Background: an optimization exercise with open tools, aiming at small area, a short achievable clock period and few clock cycles per item. Do not read the settings as production practice.
Only simulation tests tie the RTL to the original design; equivalence was not proved.
No activity file was given, so power comes from the tool's default toggle rates.

==> wip/violet <==
## imb_encoder
module imb_encoder (
    input  wire         clk,
    input  wire         rst,         
    input  wire         in_valid,
    output wire         in_ready,
    input  wire [103:0] in_value,
    output wire         out_valid,
    input  wire         out_ready,
    output wire [129:0] out_bars,    
    output wire [10:0]  out_fcs,
    output wire         out_ovf,     
    output wire         out_err      
);
Settings: LEC_CHECK=0, ABC_AREA=1, CAP_MARGIN=20, CELL_PAD_IN_SITES_DETAIL_PLACEMENT=0, CELL_PAD_IN_SITES_GLOBAL_PLACEMENT=1, CORE_MARGIN=2, CORE_UTILIZATION=40, GPL_ROUTABILITY_DRIVEN=1, PLACE_DENSITY=0.5, SETUP_SLACK_MARGIN=4, SLEW_MARGIN=20, SYNTH_MEMORY_MAX_BITS=32768; clock period 8.0 ns.
run.sh (not shown) runs the stock make flow with config.mk's settings and CLKGATE_MAP_FILE= SYNTH_SCRIPT=/design/flow/synth_recipe.tcl, a recipe that flattens the netlist after the stock synthesis.
==> wip/willow (differences from wip/violet) <==
--- a/flow/design.v
+++ b/flow/design.v
@@ -825,11 +825,11 @@
     wire        last   = adv && (xb == 4'd14);
     wire        xv_n   = stall ? xv : in_valid;
     wire [3:0]  xb_n   = fetch ? fb : xb;
     wire [3:0]  fb_n   = fetch ? ((fb == 4'd14) ? 4'd0 : fb + 4'd1) : fb;
     wire [3:0]  li_n   = last ? 4'd0 : ((li != 4'd10) ? li + 4'd1 : 4'd10);
-    wire        val_n  = (ia == 4'd9) || (val_o && !out_ready);
+    wire        val_n  = (ic == 4'd9) || (val_o && !out_ready);
     always @(*) begin
         case (xb_n)
             4'd0: begin live_n = 10'b0000000001; first_n = 10'b0000000001; lmax_n = 4'd0; end
             4'd1: begin live_n = 10'b0000000011; first_n = 10'b0000000010; lmax_n = 4'd1; end
             4'd2: begin live_n = 10'b0000000111; first_n = 10'b0000000100; lmax_n = 4'd2; end
@@ -847,11 +847,11 @@
             4'd14: begin live_n = 10'b1111111111; first_n = 10'b0000000000; lmax_n = 4'd9; end
             default: begin live_n = 10'bx; first_n = 10'bx; lmax_n = 4'bx; end
         endcase
     end
     wire        stall_n = xv_n && (((li_n != 4'd10) && (li_n < lmax_n)) ||
-                          ((xb_n == 4'd14) && (val_n || li_n != 4'd10 || li != 4'd10)));
+                          ((xb_n == 4'd14) && (val_n || li_n != 4'd10 || li != 4'd10 || ia != 4'd10)));
     wire        rdy_n   = (fb_n == 4'd14) && !stall_n;
     function [17:0] lut0;       
         input [8:0] h;
         case (h)
             9'd0: lut0 = {8'd0, 10'd0};
@@ -1963,10 +1963,12 @@
     end
     reg         nc;
     reg  [10:0] ca_a, ca_b;     
     reg         ga;
     reg  [3:0]  ia;             
+    reg  [12:0] pr;             
+    reg  [3:0]  ic;             
     wire        ncin = nc & (li != 4'd0);
     wire [11:0] se   = {1'b0, sel};
     wire [11:0] ci1  = {11'd0, ncin};
     wire [11:0] nt   = se + ci1;
     wire        nge  = (li == 4'd0) ? (ncin ? (se >= 12'd635) : (se >= 12'd636))
@@ -1995,18 +1997,20 @@
         if (rst) begin
             fb    <= 4'd0;
             xv    <= 1'b0;
             li    <= 4'd10;
             ia    <= 4'd10;
+            ic    <= 4'd10;
             val_o <= 1'b0;
             stall <= 1'b0;
             rdy   <= 1'b0;
         end else begin
             fb    <= fb_n;
             xv    <= xv_n;
             li    <= li_n;
             ia    <= li;
+            ic    <= ia;
             val_o <= val_n;
             stall <= stall_n;
             rdy   <= rdy_n;
         end
         xb    <= xb_n;
@@ -2037,21 +2041,22 @@
         nc   <= nge;
         if (li == 4'd9 && nge)
             ovf_o <= 1'b1;
         if (ia == 4'd9)
             err_o <= lcw > 11'd1364;
-        case (ia)
-            4'd0: pat[9] <= rom_pat ^ {13{fcs_o[9]}};
-            4'd1: pat[8] <= rom_pat ^ {13{fcs_o[8]}};
-            4'd2: pat[7] <= rom_pat ^ {13{fcs_o[7]}};
-            4'd3: pat[6] <= rom_pat ^ {13{fcs_o[6]}};
-            4'd4: pat[5] <= rom_pat ^ {13{fcs_o[5]}};
-            4'd5: pat[4] <= rom_pat ^ {13{fcs_o[4]}};
-            4'd6: pat[3] <= rom_pat ^ {13{fcs_o[3]}};
-            4'd7: pat[2] <= rom_pat ^ {13{fcs_o[2]}};
-            4'd8: pat[1] <= rom_pat ^ {13{fcs_o[1]}};
-            4'd9: pat[0] <= rom_pat ^ {13{fcs_o[0]}};
+        pr <= rom_pat;
+        case (ic)
+            4'd0: pat[9] <= pr ^ {13{fcs_o[9]}};
+            4'd1: pat[8] <= pr ^ {13{fcs_o[8]}};
+            4'd2: pat[7] <= pr ^ {13{fcs_o[7]}};
+            4'd3: pat[6] <= pr ^ {13{fcs_o[6]}};
+            4'd4: pat[5] <= pr ^ {13{fcs_o[5]}};
+            4'd5: pat[4] <= pr ^ {13{fcs_o[4]}};
+            4'd6: pat[3] <= pr ^ {13{fcs_o[3]}};
+            4'd7: pat[2] <= pr ^ {13{fcs_o[2]}};
+            4'd8: pat[1] <= pr ^ {13{fcs_o[1]}};
+            4'd9: pat[0] <= pr ^ {13{fcs_o[0]}};
             default: ;
         endcase
     end
     assign out_valid = val_o;
     assign out_fcs   = fcs_o;
Settings changed: SETUP_SLACK_MARGIN 4 to 4.3.
==> wip/onyx (differences from wip/violet) <==
--- a/flow/design.v
+++ b/flow/design.v
@@ -825,11 +825,11 @@
     wire        last   = adv && (xb == 4'd14);
     wire        xv_n   = stall ? xv : in_valid;
     wire [3:0]  xb_n   = fetch ? fb : xb;
     wire [3:0]  fb_n   = fetch ? ((fb == 4'd14) ? 4'd0 : fb + 4'd1) : fb;
     wire [3:0]  li_n   = last ? 4'd0 : ((li != 4'd10) ? li + 4'd1 : 4'd10);
-    wire        val_n  = (ia == 4'd9) || (val_o && !out_ready);
+    wire        val_n  = (ic == 4'd9) || (val_o && !out_ready);
     always @(*) begin
         case (xb_n)
             4'd0: begin live_n = 10'b0000000001; first_n = 10'b0000000001; lmax_n = 4'd0; end
             4'd1: begin live_n = 10'b0000000011; first_n = 10'b0000000010; lmax_n = 4'd1; end
             4'd2: begin live_n = 10'b0000000111; first_n = 10'b0000000100; lmax_n = 4'd2; end
@@ -847,11 +847,11 @@
             4'd14: begin live_n = 10'b1111111111; first_n = 10'b0000000000; lmax_n = 4'd9; end
             default: begin live_n = 10'bx; first_n = 10'bx; lmax_n = 4'bx; end
         endcase
     end
     wire        stall_n = xv_n && (((li_n != 4'd10) && (li_n < lmax_n)) ||
-                          ((xb_n == 4'd14) && (val_n || li_n != 4'd10 || li != 4'd10)));
+                          ((xb_n == 4'd14) && (val_n || li_n != 4'd10 || li != 4'd10 || ia != 4'd10)));
     wire        rdy_n   = (fb_n == 4'd14) && !stall_n;
     function [17:0] lut0;       
         input [8:0] h;
         case (h)
             9'd0: lut0 = {8'd0, 10'd0};
@@ -1963,10 +1963,12 @@
     end
     reg         nc;
     reg  [10:0] ca_a, ca_b;     
     reg         ga;
     reg  [3:0]  ia;             
+    reg  [12:0] pr;             
+    reg  [3:0]  ic;             
     wire        ncin = nc & (li != 4'd0);
     wire [11:0] se   = {1'b0, sel};
     wire [11:0] ci1  = {11'd0, ncin};
     wire [11:0] nt   = se + ci1;
     wire        nge  = (li == 4'd0) ? (ncin ? (se >= 12'd635) : (se >= 12'd636))
@@ -1995,18 +1997,20 @@
         if (rst) begin
             fb    <= 4'd0;
             xv    <= 1'b0;
             li    <= 4'd10;
             ia    <= 4'd10;
+            ic    <= 4'd10;
             val_o <= 1'b0;
             stall <= 1'b0;
             rdy   <= 1'b0;
         end else begin
             fb    <= fb_n;
             xv    <= xv_n;
             li    <= li_n;
             ia    <= li;
+            ic    <= ia;
             val_o <= val_n;
             stall <= stall_n;
             rdy   <= rdy_n;
         end
         xb    <= xb_n;
@@ -2037,21 +2041,22 @@
         nc   <= nge;
         if (li == 4'd9 && nge)
             ovf_o <= 1'b1;
         if (ia == 4'd9)
             err_o <= lcw > 11'd1364;
-        case (ia)
-            4'd0: pat[9] <= rom_pat ^ {13{fcs_o[9]}};
-            4'd1: pat[8] <= rom_pat ^ {13{fcs_o[8]}};
-            4'd2: pat[7] <= rom_pat ^ {13{fcs_o[7]}};
-            4'd3: pat[6] <= rom_pat ^ {13{fcs_o[6]}};
-            4'd4: pat[5] <= rom_pat ^ {13{fcs_o[5]}};
-            4'd5: pat[4] <= rom_pat ^ {13{fcs_o[4]}};
-            4'd6: pat[3] <= rom_pat ^ {13{fcs_o[3]}};
-            4'd7: pat[2] <= rom_pat ^ {13{fcs_o[2]}};
-            4'd8: pat[1] <= rom_pat ^ {13{fcs_o[1]}};
-            4'd9: pat[0] <= rom_pat ^ {13{fcs_o[0]}};
+        pr <= rom_pat;
+        case (ic)
+            4'd0: pat[9] <= pr ^ {13{fcs_o[9]}};
+            4'd1: pat[8] <= pr ^ {13{fcs_o[8]}};
+            4'd2: pat[7] <= pr ^ {13{fcs_o[7]}};
+            4'd3: pat[6] <= pr ^ {13{fcs_o[6]}};
+            4'd4: pat[5] <= pr ^ {13{fcs_o[5]}};
+            4'd5: pat[4] <= pr ^ {13{fcs_o[4]}};
+            4'd6: pat[3] <= pr ^ {13{fcs_o[3]}};
+            4'd7: pat[2] <= pr ^ {13{fcs_o[2]}};
+            4'd8: pat[1] <= pr ^ {13{fcs_o[1]}};
+            4'd9: pat[0] <= pr ^ {13{fcs_o[0]}};
             default: ;
         endcase
     end
     assign out_valid = val_o;
     assign out_fcs   = fcs_o;
==> results.txt <==
quantity	wip/violet	wip/onyx	wip/willow
Result of the run	finished clean	finished clean	finished clean
Final cell utilization of the core	49.2%	48.5%	50.4%
Post-place setup slack	2450 ps	3070 ps	2930 ps
Comb pwr share	74.3%	69.7%	70.9%
Cell total after placement	6446	6315	6308
Post-layout instance count excluding filler cells	6660	6488	6558
Clock-cell share	3.32%	3.63%	3.59%
Endpoint of the lowest-slack register-to-register path	pat[1][6]$_DFFE_PN_	pr[12]$_DFF_P_	dh[1][8]$_DFFE_PP_
Fraction of the yosys area taken by sequential cells	26.7%	28.0%	28.0%
Combined area of all synthesized cells	34500 µm²	34100 µm²	34100 µm²
Number of fill cells	8748	8771	8599
Tightest hold margin	523 ps	536 ps	475 ps
Post-synthesis compound-gate area fraction	20.2%	20.8%	20.8%
CP max FO	13	35	4
Post-DR wirelength/cell	22.9 µm	22.5 µm	22.8 µm
Horiz. Die Dim	298 µm	296 µm	296 µm
Net total in the final layout	5808	5639	5706
Adder and majority gate portion of the synthesized area	8.51%	8.75%	8.75%
Final worst-path setup slack	4020 ps	4020 ps	4150 ps
Sequential power	2.69 mW	2.87 mW	2.89 mW
WP data required	8310 ps	8470 ps	8310 ps
Sequential Power Share	15.0%	17.7%	16.8%
DRT iter0 DRCs	4369	3760	3743
Worst-case clock skew	20.0 ps	20.0 ps	63.2 ps
Total Power Consumption	18.0 mW	16.2 mW	17.2 mW
Testbench counts of wip/violet, summed over its fixed seeds: cycles 2,984, items 192.
Testbench counts of wip/willow, summed over its fixed seeds: cycles 2,992, items 192.
Testbench counts of wip/onyx, summed over its fixed seeds: cycles 2,992, items 192.

## re-timing with driven ports
The flow's constraints put no driver on any port. The routed layouts listed below were extracted and timed again, unchanged, in two steps.
Step 1: set_driving_cell puts a clkbuf_16 on clk and a buf_2 on each other input, an assumption about the parent block.
Step 2 moves the port delays by t, midway between the first and last clock arrival at a register: inputs arrive t later, outputs are due t later. That takes back most of the time a late clock gives input paths.
Three values: ideal, step 1, step 2; two values: the first two.
run	shift t [ns]	setup WS [ns]	clock arrival spread, ns
wip/violet	0.653	4.020 / 4.020 / 3.619	0.025 / 0.024
wip/willow	0.660	4.146 / 4.146 / 3.813	0.063 / 0.063
wip/onyx	0.639	4.024 / 4.024 / 3.618	0.027 / 0.027
After both steps every run listed still meets setup and hold. The setup slack of wip/onyx, which loses most, moves by 0.000 ns with the drivers and by -0.406 ns with both steps.
